Context: an optimization exercise on an open-source flow, tuned for small area, a short achievable clock period and few clock cycles per item. The choices shown serve that exercise and are no tape-out recipe.
At most, simulation tests tie the RTL to the original design; equivalence was not proved.
No activity file was given, so power comes from the tool's default toggle rates.

==> inputs of build 94 <==
==> flow/design.v (excerpt) <==
module rle_codec (
    input  wire        clk,
    input  wire        rst,
    input  wire        enc_in_valid,
    output wire        enc_in_ready,
    input  wire [31:0] enc_in_data,
    input  wire [2:0]  enc_in_bytes,
    input  wire        enc_in_last,
    output wire        enc_out_valid,
    input  wire        enc_out_ready,
    output wire [15:0] enc_out_desc,
    output wire        enc_out_last,
    input  wire        dec_in_valid,
    output wire        dec_in_ready,
    input  wire [15:0] dec_in_desc,
    input  wire        dec_in_last,
    output wire        dec_out_valid,
    input  wire        dec_out_ready,
    output wire [31:0] dec_out_data,
    output wire [2:0]  dec_out_bytes,
    output wire        dec_out_last
);
clock: 6.0 ns
lec_check: 0
cap_margin: 20
core_margin: 2
core_utilization: 40
slew_margin: 20
run.sh (not shown) runs the stock make flow with config.mk's settings and CLKGATE_MAP_FILE= SYNTH_SCRIPT=/design/flow/synth_recipe.tcl, a recipe that flattens the netlist after the stock synthesis.
==> inputs of build 59, as changes to build 94 <==
--- a/flow/config.mk
+++ b/flow/config.mk
@@ -4,8 +4,9 @@
 export VERILOG_FILES = /design/flow/design.v
 export SDC_FILE = /design/flow/constraint.sdc
 export NUM_CORES = 4
 export LEC_CHECK = 0
 export CAP_MARGIN = 20
 export CORE_MARGIN = 2
 export CORE_UTILIZATION = 40
+export SETUP_SLACK_MARGIN = 3.5
 export SLEW_MARGIN = 20
==> inputs of trial 72, as changes to build 94 <==
--- a/flow/design.v
+++ b/flow/design.v
@@ -20,28 +20,32 @@
     reg [3:0]  v;
     reg [3:0]  sol;
     reg [3:0]  ev;
     reg        b_last;
     reg        run_act;
     reg        run_bit;
     reg [10:0] run_len;
-    reg        near;        
     reg        at_cap;      
+    reg [3:0]  cap;         
     assign in_ready = s_free;
     wire in_fire  = in_valid && !s_valid;
     wire out_free = !out_valid || out_ready;
     function [8:0] inc9;
         input [8:0] x;
         integer k;
         begin
             inc9[0] = ~x[0];
             for (k = 1; k < 9; k = k + 1)
                 inc9[k] = x[k] ^ (&(x | ~((9'd1 << k) - 9'd1)));
         end
     endfunction
+    function [3:0] first_of;
+        input [3:0] m;
+        first_of = m & ~{m[2:0], 1'b0} & ~{m[1:0], 2'b0} & ~{m[0], 3'b0};
+    endfunction
     wire [31:0] n_data  = s_valid ? s_data  : in_data;
     wire [2:0]  n_bytes = s_valid ? s_bytes : in_bytes;
     wire        n_last  = s_valid ? s_last  : in_last;
     wire [3:0]  n_v     = (n_bytes == 3'd1) ? 4'b0001 :
                           (n_bytes == 3'd2) ? 4'b0011 :
                           (n_bytes == 3'd3) ? 4'b0111 : 4'b1111;
     wire [3:0]  n_sol, n_bt, n_ev;
@@ -54,111 +58,104 @@
         end
         for (g = 0; g < 3; g = g + 1) begin : brk
             wire same = n_sol[g + 1] && (n_bt[g + 1] == n_bt[g]);
             assign n_ev[g] = !n_sol[g] || (n_v[g + 1] ? !same : n_last);
         end
     endgenerate
     assign n_ev[3] = !n_sol[3] || n_last;
-    wire [3:0] bt = {b_data[7], b_data[15], b_data[23], b_data[31]};
+    wire [3:0] bt    = {b_data[7], b_data[15], b_data[23], b_data[31]};
     wire [3:0] first = v & ~{v[2:0], 1'b0};
     wire [3:0] lastv = v & ~{1'b0, v[3:1]};
     wire       busy  = |v;
     wire       p_sol = |(first & sol);
     wire       p_bit = |(first & bt);
-    wire       p_ev  = |(first & ev);
-    wire       p_rl  = b_last && |(first & lastv);
     wire [7:0] p_byte = ({8{first[0]}} & b_data[31:24]) | ({8{first[1]}} & b_data[23:16]) |
                         ({8{first[2]}} & b_data[15:8])  | ({8{first[3]}} & b_data[7:0]);
-    wire       cont  = run_act && p_sol && (p_bit == run_bit) && !at_cap;
-    wire       oc    = run_act && !cont;           
-    wire       slow  = cont && near;               
-    wire [3:0] evv   = ev & v;
-    wire [3:0] f1    = evv & ~{evv[2:0], 1'b0} & ~{evv[1:0], 2'b0} & ~{evv[0], 3'b0};
-    wire [3:0] ev2   = evv & ~f1;
-    wire [3:0] f2    = ev2 & ~{ev2[2:0], 1'b0} & ~{ev2[1:0], 2'b0} & ~{ev2[0], 3'b0};
-    wire       has1  = |evv;
+    wire       oc    = v[0] && run_act && (at_cap || !sol[0] || (bt[0] != run_bit));
+    wire [3:0] evr   = ev & v;
+    wire [3:0] evc   = (ev | cap) & v;
+    wire [3:0] f1c   = first_of(evc);
+    wire [3:0] f1r   = first_of(evr);
+    wire [3:0] le1   = {~|f1c[2:0], ~|f1c[1:0], ~f1c[0], 1'b1};    
+    wire [3:0] ev2   = evr & ~le1;
+    wire [3:0] f2r   = first_of(ev2);
+    wire       has1c = |evc;
+    wire       has1r = |evr;
     wire       has2  = |ev2;
-    wire [3:0] le1   = {~|f1[2:0], ~|f1[1:0], ~f1[0], 1'b1};
-    wire [3:0] stop  = oc ? f1 : f2;
+    wire [3:0] stop  = oc ? f1r : f2r;
     wire [3:0] ge_st = {|stop, |stop[2:0], |stop[1:0], stop[0]};
-    wire [3:0] cm    = v & le1;
-    wire       pc4   = &cm;
-    wire       pc3   = (cm == 4'b0111) || (cm == 4'b1110);
-    wire       pc2   = (cm == 4'b0011) || (cm == 4'b0110) || (cm == 4'b1100);
-    wire       pc1   = !pc4 && !pc3 && !pc2;
+    wire       quiet = !oc && !has1c;    
+    wire       go    = busy && (quiet || out_free);
+    wire [3:0] v_nxt = quiet ? 4'b0000 : (v & ge_st);
+    wire       b_free = !busy || (oc ? (out_free && !has1r) : (!has1c || (out_free && !has2)));
     wire [1:0] rl    = run_len[1:0];
-    wire [1:0] lo    = pc4 ? rl : pc3 ? rl + 2'd3 : pc2 ? rl + 2'd2 : rl + 2'd1;
-    wire       cy    = pc4 || (pc3 && rl != 2'd0) || (pc2 && rl[1]) || (pc1 && rl == 2'd3);
     wire [8:0] up    = run_len[10:2];
     wire [8:0] up1   = inc9(up);
-    wire [10:0] sum_act = {cy ? up1 : up, lo};
-    wire [10:0] sum_new = {8'd0, pc4, pc2 | pc3, pc1 | pc3};
-    wire [10:0] sum  = run_act ? sum_act : sum_new;
-    wire [10:0] len_p1 = {(&rl) ? up1 : up, rl + 2'd1};    
-    wire       quiet = slow ? !(p_ev || rl == 2'd2) : (!oc && !has1);
-    wire       go    = busy && (quiet || out_free);
-    wire [3:0] v_nxt = slow ? (v & ~first) : (v & ge_st);
-    wire       b_free = !busy || (go && v_nxt == 4'b0000);
+    wire [10:0] sum0 = {(rl == 2'd3) ? up1 : up, rl + 2'd1};
+    wire [10:0] sum1 = {rl[1]        ? up1 : up, rl + 2'd2};
+    wire [10:0] sum2 = {(rl != 2'd0) ? up1 : up, rl + 2'd3};
+    wire [10:0] sum3 = {up1, rl};
+    wire [3:0] sel   = quiet ? lastv : f1c;
+    wire [10:0] sum  = ({11{sel[0]}} & sum0) | ({11{sel[1]}} & sum1) |
+                       ({11{sel[2]}} & sum2) | ({11{sel[3]}} & sum3);
+    wire [1:0] lo_q  = rl + {lastv[3] | lastv[2], lastv[3] | lastv[1]} + 2'd1;
+    wire       cy_q  = lastv[3] || (lastv[2] && rl != 2'd0) || (lastv[1] && rl[1]) ||
+                       (lastv[0] && rl == 2'd3);
+    wire       near_q = cy_q ? (up == 9'h1FE) : (&up);    
+    wire [3:0] afirst = oc ? first : {f1c[2:0], 1'b0};
     wire [3:0] absb  = v & ~ge_st & (oc ? 4'b1111 : ~le1);
-    wire [3:0] afirst = absb & ~{absb[2:0], 1'b0};
-    wire       a4    = &absb;
-    wire       a3    = (absb == 4'b0111) || (absb == 4'b1110);
-    wire       a2    = (absb == 4'b0011) || (absb == 4'b0110) || (absb == 4'b1100);
-    wire       a1    = (absb == 4'b0001) || (absb == 4'b0010) || (absb == 4'b0100) || (absb == 4'b1000);
-    wire [2:0] apc   = {a4, a2 | a3, a1 | a3};
+    wire       has_st = |stop;
+    wire [2:0] a_idx = oc ? 3'd0 : {1'b0, f1c[3] | f1c[2], f1c[3] | f1c[1]} + 3'd1;
+    wire [2:0] b_cnt = {1'b0, lastv[3] | lastv[2], lastv[3] | lastv[1]} + 3'd1;
+    wire [10:0] len_a = has_st ? (11'd0 - {8'd0, a_idx}) : {8'd0, b_cnt - a_idx};
     wire       e_raw = !oc && !p_sol;   
-    wire       e_last = b_last && !oc && |(f1 & lastv);
+    wire       e_last = b_last && !oc && |(f1c & lastv);
     wire       r_bit = run_act ? run_bit : p_bit;
-    wire       near_q = slow || (run_act && (cy ? (up == 9'h1FE) : (&up)));
     always @(posedge clk) begin
         if (rst) begin
             s_valid   <= 1'b0;
             s_free    <= 1'b1;
             v         <= 4'b0000;
             run_act   <= 1'b0;
+            run_len   <= 11'd0;
+            at_cap    <= 1'b0;
+            cap       <= 4'b0000;
             out_valid <= 1'b0;
         end else begin
             if (out_valid && out_ready)
                 out_valid <= 1'b0;
             if (go) begin
                 v <= v_nxt;
                 if (quiet) begin
                     run_act <= 1'b1;
                     run_bit <= r_bit;
-                    run_len <= slow ? len_p1 : sum;
-                    near    <= near_q;
-                    at_cap  <= !slow && near_q && (&lo);
+                    run_len <= sum;
+                    at_cap  <= near_q && lo_q == 2'd3;
+                    cap     <= {1'b0, near_q && lo_q == 2'd0, near_q && lo_q == 2'd1,
+                                near_q && lo_q == 2'd2};
                 end else begin
                     out_valid <= 1'b1;
-                    if (slow) begin
-                        out_last <= p_rl;
-                        out_desc <= {1'b1, run_bit, 3'b000, len_p1};
-                        run_act  <= 1'b0;
-                    end else begin
-                        out_last <= e_last;
-                        if (e_raw)
-                            out_desc <= {8'h00, p_byte};
-                        else
-                            out_desc <= {1'b1, r_bit, 3'b000, oc ? run_len : sum};
-                        run_act  <= |absb;
-                    end
+                    out_last  <= e_last;
+                    if (e_raw)
+                        out_desc <= {8'h00, p_byte};
+                    else
+                        out_desc <= {1'b1, r_bit, 3'b000, oc ? run_len : sum};
+                    run_act <= |absb;
                     run_bit <= |(afirst & bt);
-                    run_len <= {8'd0, apc};
-                    near    <= 1'b0;
+                    run_len <= len_a;
                     at_cap  <= 1'b0;
+                    cap     <= 4'b0000;
                 end
             end
             if (b_free) begin
-                if (s_valid || in_fire) begin
-                    b_data  <= n_data;
-                    v       <= n_v;
-                    sol     <= n_sol;
-                    ev      <= n_ev;
-                    b_last  <= n_last;
-                end
+                b_data  <= n_data;
+                v       <= (s_valid || in_fire) ? n_v : 4'b0000;
+                sol     <= n_sol;
+                ev      <= n_ev;
+                b_last  <= n_last;
                 s_valid <= 1'b0;
                 s_free  <= 1'b1;
             end else if (in_fire) begin
                 s_valid <= 1'b1;
                 s_free  <= 1'b0;
             end
             if (!s_valid) begin
--- a/flow/config.mk
+++ b/flow/config.mk
@@ -4,8 +4,9 @@
 export VERILOG_FILES = /design/flow/design.v
 export SDC_FILE = /design/flow/constraint.sdc
 export NUM_CORES = 4
 export LEC_CHECK = 0
 export CAP_MARGIN = 20
 export CORE_MARGIN = 2
 export CORE_UTILIZATION = 40
+export SETUP_SLACK_MARGIN = 3.5
 export SLEW_MARGIN = 20
==> results.txt <==
Trial 72 ran to the end with no violations. Build 94 completed without violations. Build 59 passed the timing, DRC and antenna checks. Final area, lowest first: build 94, trial 72, build 59. The lowest combinational power belongs to trial 72, the highest to build 59. Against build 94, the fmax of trial 72 is higher by about 80%. Clock skew: build 59 > trial 72 > build 94. Core utilization, highest first: build 59, trial 72, build 94.
Testbench counts of trial 72, summed over its fixed seeds: cycles 28,096, bytes 104,336.
Function not checked in build 94 and build 59: the RTL went through the layout flow alone.

[static timing again, ports no longer ideal]
No port has a modelled driver above. Below, the same layouts with a new extraction and two added sets of constraints. Step 1, drivers: a clkbuf_16 drives clk and a buf_2 each remaining input, both assumed. Step 2 times the ports against the registers' clock, not the clock port: input delays grow and output delays shrink by t, the midpoint of the rising clock arrivals with the driver on. Three values: no drivers, after step 1, after step 2; two values: the first two.
run | shift t [ns] | setup WS [ns] | worst slew at a driven data input, ns | cell pins on the clock port's net
build 94 | 0.474 | 1.459 / 1.459 / 1.459 | 0.04 | 1
build 59 | 0.483 | 2.936 / 2.936 / 2.680 | 0.06 | 1
trial 72 | 0.485 | 3.515 / 3.503 / 3.017 | 0.08 | 1
After both steps every run listed still meets setup and hold. The setup slack of trial 72, which loses most, moves by -0.012 ns with the drivers and by -0.498 ns with both steps.
